Context: an optimization exercise on an open-source flow, tuned for small area. The choices shown serve that exercise and are no tape-out recipe. At most, simulation tests tie the RTL to the original design; equivalence was not proved. Power figures rest on the tool's default switching activity, not on a simulated workload.

== tundra ==
// rgbi_capture
module rgbi_capture (
    input  wire         clk,
    input  wire         rst,
    input  wire         cmd_valid,
    input  wire [31:0]  cmd_word,
    output reg          resp_valid,
    output reg  [31:0]  resp_word,
    input  wire [26:0]  sys_clk_hz,
    input  wire         csync,
    input  wire         pclk,
    input  wire [3:0]   rgbi,
    output reg          row_we,
    output wire [7:0]   row_idx,
    output reg  [255:0] row_data,
    output reg          frame_done,
    output reg  [31:0]  frame_count,
    output wire         cap_running,
    output wire         in_frame
);
    localparam [4:0] OP_START      = 5'h03;
    localparam [4:0] OP_STOP       = 5'h04;
    localparam [4:0] OP_SET_FREQ   = 5'h05;
    localparam [4:0] OP_SET_DIV    = 5'h06;
    localparam [4:0] OP_SET_SHX    = 5'h07;
    localparam [4:0] OP_SET_SHY    = 5'h08;
    localparam [4:0] OP_SET_DELAY  = 5'h09;
    localparam [4:0] OP_SET_SYNC   = 5'h0A;
    localparam [4:0] OP_SET_INV    = 5'h0B;
    localparam [4:0] OP_GET_FCOUNT = 5'h10;
    localparam [4:0] OP_GET_CONFIG = 5'h17;
    localparam [4:0] OP_GET_STATUS = 5'h18;
    localparam [3:0] R_ZERO   = 4'd0;
    localparam [3:0] R_FREQ   = 4'd2;
    localparam [3:0] R_NDIV   = 4'd3;
    localparam [3:0] R_SHX    = 4'd4;
    localparam [3:0] R_SHY    = 4'd5;
    localparam [3:0] R_DELAY  = 4'd6;
    localparam [3:0] R_SRC    = 4'd7;
    localparam [3:0] R_INV    = 4'd9;
    localparam [3:0] R_FCOUNT = 4'd10;
    localparam [3:0] R_STATUS = 4'd11;
    localparam [3:0] R_ONES   = 4'd12;
    reg [24:0] cfg_freq;
    reg [7:0]  cfg_ndiv;
    reg [9:0]  cfg_shx;
    reg [9:0]  cfg_shy;
    reg [9:0]  cfg_delay;
    reg        cfg_src;
    reg [4:0]  cfg_inv;
    reg [26:0] cap_sysclk;
    reg [3:0]  inv_col;
    reg        cap_run;
    reg        cap_state;
    reg        prev_act;
    reg [4:0]  plen;         
    reg        vs_fired;
    reg        vs_armed;
    reg [10:0] ycnt;         
    reg        anc;
    reg        prev_pclk;
    reg [9:0]  wcnt;         
    reg [27:0] err;          
    reg [10:0] xcnt;         
    reg [3:0]  rsel;
    wire act   = (csync == cfg_inv[4]);
    wire lead  = act & ~prev_act;
  ...
For scale: ~470 flip-flops, about 400 I/O pins, roughly 19000 um2 of cells after synthesis.
clock: 10.0 ns
lec_check: 0
cap_margin: 20
core_margin: 2
core_utilization: 40
slew_margin: 20
standard.sh (not shown) runs the stock make flow with config.mk's settings and CLKGATE_MAP_FILE= SYNTH_SCRIPT=/design/flow/synth_recipe.tcl, a recipe that flattens the netlist after the stock synthesis.
==> flow/flow/run.sh <==
#!/bin/bash
# Layout flow: the standard ORFS flow, with
#  - port buffers of the smallest buffer cell (buf_1) instead of the
#    default choice, one buffer on every input and output port as before;
#  - clock tree built from smaller clock buffers, without dummy loads.
# Every tool's output goes to the ORFS logs under orfs/logs and the make
# output to flow_make.log in this folder.
set -euo pipefail
CTS="-sink_clustering_enable -repair_clock_nets -dont_use_dummy_load"
CTS="$CTS -buf_list {sky130_fd_sc_hd__clkbuf_4 sky130_fd_sc_hd__clkbuf_8}"
bash standard.sh \
    "BUFFER_PORTS_ARGS=-buffer_cell sky130_fd_sc_hd__buf_1" \
    "CTS_ARGS=$CTS" \
    finish > flow_make.log 2>&1
tundra finished all stages; layout check result: FAIL, due to setup timing.
Inputs modified between tundra and ember:
diff --git a/flow/design.v b/flow/design.v
--- a/flow/design.v
+++ b/flow/design.v
@@ -89,25 +89,25 @@
     generate for (gi = 1; gi < 10; gi = gi + 1) begin : g_wdec
         assign w_bor[gi] = w_bor[gi-1] & ~w_in[gi-1];
     end endgenerate
     wire [9:0]  wcnt_n = w_dec ? (w_in ^ w_bor) : wcnt_l;
     wire [27:0] cs_a = err_l;
     wire [27:0] cs_b = lt_f ? {1'b0, cap_sysclk} : 28'd0;
     wire [27:0] cs_c = {3'b111, ~cfg_freq};
     wire [27:0] cs_s = cs_a ^ cs_b ^ cs_c;
     wire [27:0] cs_k = (cs_a & cs_b) | (cs_a & cs_c) | (cs_b & cs_c);
     wire [27:0] add_a = cs_s;
     wire [27:0] add_b = {cs_k[26:0], 1'b1};
     wire [27:0] err_sum;
-    csel_add #(.W(28)) u_add (.a(add_a), .b(add_b), .s(err_sum));
+    assign err_sum = add_a + add_b;
     wire [27:0] err_n  = w_zero ? err_sum : err_l;
     wire [10:0] xcnt_l = lead ? {1'b1, ~cfg_shx} : xcnt;
     wire        x_sat  = ~xcnt_l[10] & ((|xcnt_l[9:6]) | (&xcnt_l[5:0]));
     wire [10:0] xcnt_n = (strobe & ~x_sat) ? inc11(xcnt_l) : xcnt_l;
     wire        y_lo   = ~ycnt[10] & ~ycnt[9] & ~ycnt[8] & ~(&ycnt[7:4]);   
     wire        y_sat  = ~ycnt[10] & ~y_lo;
     wire        commit = strobe & ~lead & (xcnt == 11'd62) & cap_state & y_lo;
     wire [3:0]  pix = rgbi ^ inv_col;
     function [10:0] inc11(input [10:0] v);
         integer j;
         reg c;
         begin
@@ -246,66 +246,12 @@
                 inv_col   <= cfg_inv[3:0];
                 cap_state <= 1'b1;
             end
             prev_act <= act;
             vs_fired <= (vs_fired & ~lead) | vs_detect;
             anc      <= anc_b;
         end
     end
     assign row_idx     = ycnt[7:0];
     assign cap_running = cap_run;
     assign in_frame    = cap_run & cap_state;
 endmodule
-module csel_add #(parameter W = 28) (
-    input  wire [W-1:0] a,
-    input  wire [W-1:0] b,
-    output wire [W-1:0] s
-);
-    localparam B0 = 10;
-    localparam B1 = 9;
-    localparam B2 = W - B0 - B1;
-    function [B0:0] radd0(input [B0-1:0] x, input [B0-1:0] y, input ci);
-        integer j;
-        reg c;
-        begin
-            c = ci;
-            for (j = 0; j < B0; j = j + 1) begin
-                radd0[j] = x[j] ^ y[j] ^ c;
-                c = (x[j] & y[j]) | (c & (x[j] ^ y[j]));
-            end
-            radd0[B0] = c;
-        end
-    endfunction
-    function [B1:0] radd1(input [B1-1:0] x, input [B1-1:0] y, input ci);
-        integer j;
-        reg c;
-        begin
-            c = ci;
-            for (j = 0; j < B1; j = j + 1) begin
-                radd1[j] = x[j] ^ y[j] ^ c;
-                c = (x[j] & y[j]) | (c & (x[j] ^ y[j]));
-            end
-            radd1[B1] = c;
-        end
-    endfunction
-    function [B2:0] radd2(input [B2-1:0] x, input [B2-1:0] y, input ci);
-        integer j;
-        reg c;
-        begin
-            c = ci;
-            for (j = 0; j < B2; j = j + 1) begin
-                radd2[j] = x[j] ^ y[j] ^ c;
-                c = (x[j] & y[j]) | (c & (x[j] ^ y[j]));
-            end
-            radd2[B2] = c;
-        end
-    endfunction
-    wire [B0:0] r0  = radd0(a[B0-1:0], b[B0-1:0], 1'b0);
-    wire [B1:0] r10 = radd1(a[B0+B1-1:B0], b[B0+B1-1:B0], 1'b0);
-    wire [B1:0] r11 = radd1(a[B0+B1-1:B0], b[B0+B1-1:B0], 1'b1);
-    wire [B2:0] r20 = radd2(a[W-1:B0+B1], b[W-1:B0+B1], 1'b0);
-    wire [B2:0] r21 = radd2(a[W-1:B0+B1], b[W-1:B0+B1], 1'b1);
-    wire        c1  = r0[B0];
-    wire [B1:0] r1  = c1 ? r11 : r10;
-    wire        c2  = r1[B1];
-    assign s = {c2 ? r21[B2-1:0] : r20[B2-1:0], r1[B1-1:0], r0[B0-1:0]};
-endmodule
- In tundra the implementation completed, yet the final layout does not meet the checks, the culprit being setup timing.
- In summary, ember completed successfully, with a layout that passed the timing, design-rule and antenna checks.
- As of ember, wire length had risen by a little under 10% compared to tundra.
- Total via count in the routed design, tundra and ember: larger value in ember
- Fraction of power consumed by combinational cells (higher): ember
- Clock network fraction of total power | ember below tundra
- ember vs tundra on detailed-routed wire length on met2: ember is the higher one.
- For the area fraction in and, or, nand and nor cells after synthesis, ember came in 2.3 points higher than tundra did.
- Per the comparison of ember with tundra, setup TNS after final layout rose 2.08 ns; biggest fanout along the worst timing path fell 2; synthesized area divided by synthesized cell count fell 8.6%; hold slack fell 0.017 ns; post-layout worst setup margin rose 4.36 ns.
- On tap cell count, the lower figure sits with tundra, not ember.
- ember reports its uppermost signal routing layer after detailed routing as met5 while tundra reports met4.
- Going from tundra to ember, the post-synth design cell area was found to have gone up by 2.5%.
Function was not checked in any run of this note: the RTL went through the layout flow alone.

---

== south ==
rgbi_capture, a different RTL version from the one above (not shown whole).
For scale: roughly 1300 cells after synthesis, ~470 flip-flops, roughly 400 I/O pins, ~0.018 mm² of cells after synthesis.
==> flow/config.mk <==
export PLATFORM = sky130hd
export DESIGN_NAME = rgbi_capture
export DESIGN_NICKNAME = rgbi_capture
export VERILOG_FILES = /design/flow/design.v
export SDC_FILE = /design/flow/constraint.sdc
export NUM_CORES = 4
export LEC_CHECK = 0
export CAP_MARGIN = 20
export CORE_MARGIN = 2
export CORE_UTILIZATION = 40
export SLEW_MARGIN = 20
==> flow/constraint.sdc <==
create_clock -name core_clock -period 10.0 [get_ports {clk}]
set_input_delay 2.0000 -clock core_clock [delete_from_list [all_inputs] [get_ports {clk}]]
set_output_delay 2.0000 -clock core_clock [all_outputs]
set_load 0.01 [all_outputs]
==> flow/flow/run.sh <==
#!/bin/bash
# Layout flow: the standard ORFS flow (standard.sh: the standard yosys
# synthesis script, floorplan, power grid, placement, CTS, routing) with
# three settings changed:
#  - synthesis maps the logic with an area-oriented ABC script
#    (flow/abc_area.script) in place of ORFS's abc_speed.script; ORFS's
#    scripts are copied to orfs_scripts/ and only that file is replaced,
#    so the flip-flops and every other synthesis step are unchanged;
#  - each input and output port gets a buffer of the smallest buffer cell
#    (sky130_fd_sc_hd__buf_1) instead of the default choice;
#  - the clock tree is built from clkbuf_8 cells in clusters of at most
#    16 sinks, without dummy loads.
# make's output goes to flow_make.log in this folder; each ORFS step
# writes its own full log under orfs/logs/.
set -euo pipefail
rm -rf orfs_scripts
cp -r "$FLOW_HOME/scripts" orfs_scripts
cp flow/abc_area.script orfs_scripts/abc_speed.script
CTS="-sink_clustering_enable -repair_clock_nets -dont_use_dummy_load"
CTS="$CTS -buf_list {sky130_fd_sc_hd__clkbuf_8}"
CTS="$CTS -sink_clustering_size 16 -sink_clustering_max_diameter 100"
bash standard.sh \
    "SCRIPTS_DIR=$PWD/orfs_scripts" \
    "BUFFER_PORTS_ARGS=-buffer_cell sky130_fd_sc_hd__buf_1" \
    "CTS_ARGS=$CTS" \
    finish > flow_make.log 2>&1
==> flow/flow/abc_area.script <==
&get -n
&st
&syn3
&dch -f
&nf -R 1000 -p
&st
&syn2
&if -g -K 6
&synch2
&nf -R 1000 -p
&st
&dch -f
&nf -R 1000 -p
&put
#### Input delta (north over south)
-- flow/design.v --
<<< south, line 83
    wire        ext_ev = ptran & ~lead & anc;
    wire        w_dec  = cfg_src ? ext_ev : ~w_zero;
    wire [9:0]  w_in   = (cfg_src & ext_zero & ext_ev) ? {2'b00, cfg_ndiv} : wcnt_l;
    wire [9:0]  w_bor;
    assign w_bor[0] = w_dec;
    genvar gi;
    generate for (gi = 1; gi < 10; gi = gi + 1) begin : g_wdec
        assign w_bor[gi] = w_bor[gi-1] & ~w_in[gi-1];
    end endgenerate
    wire [9:0]  wcnt_n = w_in ^ w_bor;
    wire [27:0] add_a = err_l;
    wire        w_go  = w_zero | fresh;
>>> north, line 83
    wire        ext_ev = ptran & ~lead & anc;
    wire        w_dec  = cfg_src ? ext_ev : ~w_zero;
    wire [9:0]  w_in   = (cfg_src & ext_zero) ? {2'b00, cfg_ndiv} : wcnt_l;
    wire [9:0]  w_bor;
    assign w_bor[0] = 1'b1;
    genvar gi;
    generate for (gi = 1; gi < 10; gi = gi + 1) begin : g_wdec
        assign w_bor[gi] = w_bor[gi-1] & ~w_in[gi-1];
    end endgenerate
    wire [9:0]  wcnt_n = w_dec ? (w_in ^ w_bor) : wcnt_l;
    wire [27:0] add_a = err_l;
    wire        w_go  = w_zero | fresh;
<<< south, line 111
    wire [10:0] xcnt_l = lead ? {1'b1, ~cfg_shx} : xcnt;
    wire        x_sat  = ~xcnt_l[10] & ((|xcnt_l[9:6]) | (&xcnt_l[5:0]));
    wire [10:0] xcnt_n = inc11c(xcnt_l, strobe & ~x_sat);
    wire        y_lo   = ~ycnt[10] & ~ycnt[9] & ~ycnt[8] & ~(&ycnt[7:4]);   
    wire        y_sat  = ~ycnt[10] & ~y_lo;
    wire        commit = strobe & ~lead & (xcnt == 11'd62) & cap_state & y_lo;
    wire [3:0]  pix = rgbi ^ inv_col;
    function [10:0] inc11c(input [10:0] v, input ci);
        integer j;
        reg c;
        begin
            c = ci;
            for (j = 0; j < 11; j = j + 1) begin
                inc11c[j] = v[j] ^ c;
                c = c & v[j];
            end
        end
    endfunction
    function [10:0] inc11(input [10:0] v);
        integer j;
>>> north, line 111
    wire [10:0] xcnt_l = lead ? {1'b1, ~cfg_shx} : xcnt;
    wire        x_sat  = ~xcnt_l[10] & ((|xcnt_l[9:6]) | (&xcnt_l[5:0]));
    wire [10:0] xcnt_n = (strobe & ~x_sat) ? inc11(xcnt_l) : xcnt_l;
    wire        y_lo   = ~ycnt[10] & ~ycnt[9] & ~ycnt[8] & ~(&ycnt[7:4]);   
    wire        y_sat  = ~ycnt[10] & ~y_lo;
    wire        commit = strobe & ~lead & (xcnt == 11'd62) & cap_state & y_lo;
    wire [3:0]  pix = rgbi ^ inv_col;
    function [10:0] inc11(input [10:0] v);
        integer j;
<<< south, line 142
    reg fcc;
    always @* begin
        fcc = cap_run & complete;
        for (fj = 0; fj < 32; fj = fj + 1) begin
            fc_inc[fj] = frame_count[fj] ^ fcc;
>>> north, line 131
    reg fcc;
    always @* begin
        fcc = 1'b1;
        for (fj = 0; fj < 32; fj = fj + 1) begin
            fc_inc[fj] = frame_count[fj] ^ fcc;
<<< south, line 238
            if (set_src)   cfg_src   <= v_src;
            if (set_inv)   cfg_inv   <= arg[4:0];
            frame_count <= fc_inc;
            frame_done <= cap_run & complete;
            row_we     <= cap_run & commit;
>>> north, line 227
            if (set_src)   cfg_src   <= v_src;
            if (set_inv)   cfg_inv   <= arg[4:0];
            if (cap_run & complete)
                frame_count <= fc_inc;
            frame_done <= cap_run & complete;
            row_we     <= cap_run & commit;
<<< south, line 250
    always @(posedge clk) begin
        prev_pclk <= pclk;
        plen      <= lead ? 5'd0 : (plen ^ ({&plen[3:0], &plen[2:0], &plen[1:0], plen[0], 1'b1} & {5{act & ~plen_max}}));
        wcnt      <= wcnt_n;
        err       <= restart ? {1'b0, sys_clk_hz} : err_n;
>>> north, line 240
    always @(posedge clk) begin
        prev_pclk <= pclk;
        plen      <= lead ? 5'd0 : (act & ~plen_max) ? (plen ^ {&plen[3:0], &plen[2:0], &plen[1:0], plen[0], 1'b1}) : plen;
        wcnt      <= wcnt_n;
        err       <= restart ? {1'b0, sys_clk_hz} : err_n;
<<< south, line 259
        if (strobe)
            row_data <= {pix, row_data[255:4]};
        ycnt <= boundary ? {1'b1, ~cfg_shy} : inc11c(ycnt, lead & cap_state & ~y_sat);
        vs_armed <= boundary ? 1'b0 : armed_t;
        if (restart) begin
>>> north, line 249
        if (strobe)
            row_data <= {pix, row_data[255:4]};
        if (boundary)
            ycnt <= {1'b1, ~cfg_shy};
        else if (lead & cap_state & ~y_sat)
            ycnt <= inc11(ycnt);
        vs_armed <= boundary ? 1'b0 : armed_t;
        if (restart) begin
## What came out
- Diff south -> north: cell count after synthesis picked up an extra about 7%, final area increased about 3%.
- Between south and north, the average size of a mapped cell is lower for north.
- Die area ends up higher on north.
- Area of the core (north vs. south) increases by a few percent
- Summary: normalized max-slew margin, north worse than south

[what the ideal ports hide]
No port has a modelled driver above. Below, the same layouts with a new extraction and two added sets of constraints.
Step 1, drivers: a clkbuf_16 drives clk and a buf_2 each remaining input, both assumed.
Step 2 moves the port delays by t, midway between the first and last clock arrival at a register: inputs arrive t later, outputs are due t later. That takes back most of the time a late clock gives input paths.
a / b / c = ideal ports / drivers / drivers and shift; a / b = the first two.
run	t (ns)	slack for setup (ns)	hold WS [ns]	worst setup path after step 2	slew at the worst register clock pin (ns)
tundra	0.676	-0.685 / -0.699 / -1.376	0.416 / 0.416 / 0.416	input to register	0.06 / 0.06
ember	0.680	3.678 / 3.678 / 3.044	0.399 / 0.399 / 0.399	input to register	0.06 / 0.06
south	0.634	0.650 / 0.676 / 0.042	0.450 / 0.450 / 0.450	input to register	0.11 / 0.11
north	0.635	1.224 / 1.201 / 0.567	0.451 / 0.451 / 0.451	input to register	0.11 / 0.11
The setup slack of tundra, which loses most, moves by -0.014 ns with the drivers and by -0.691 ns with both steps.
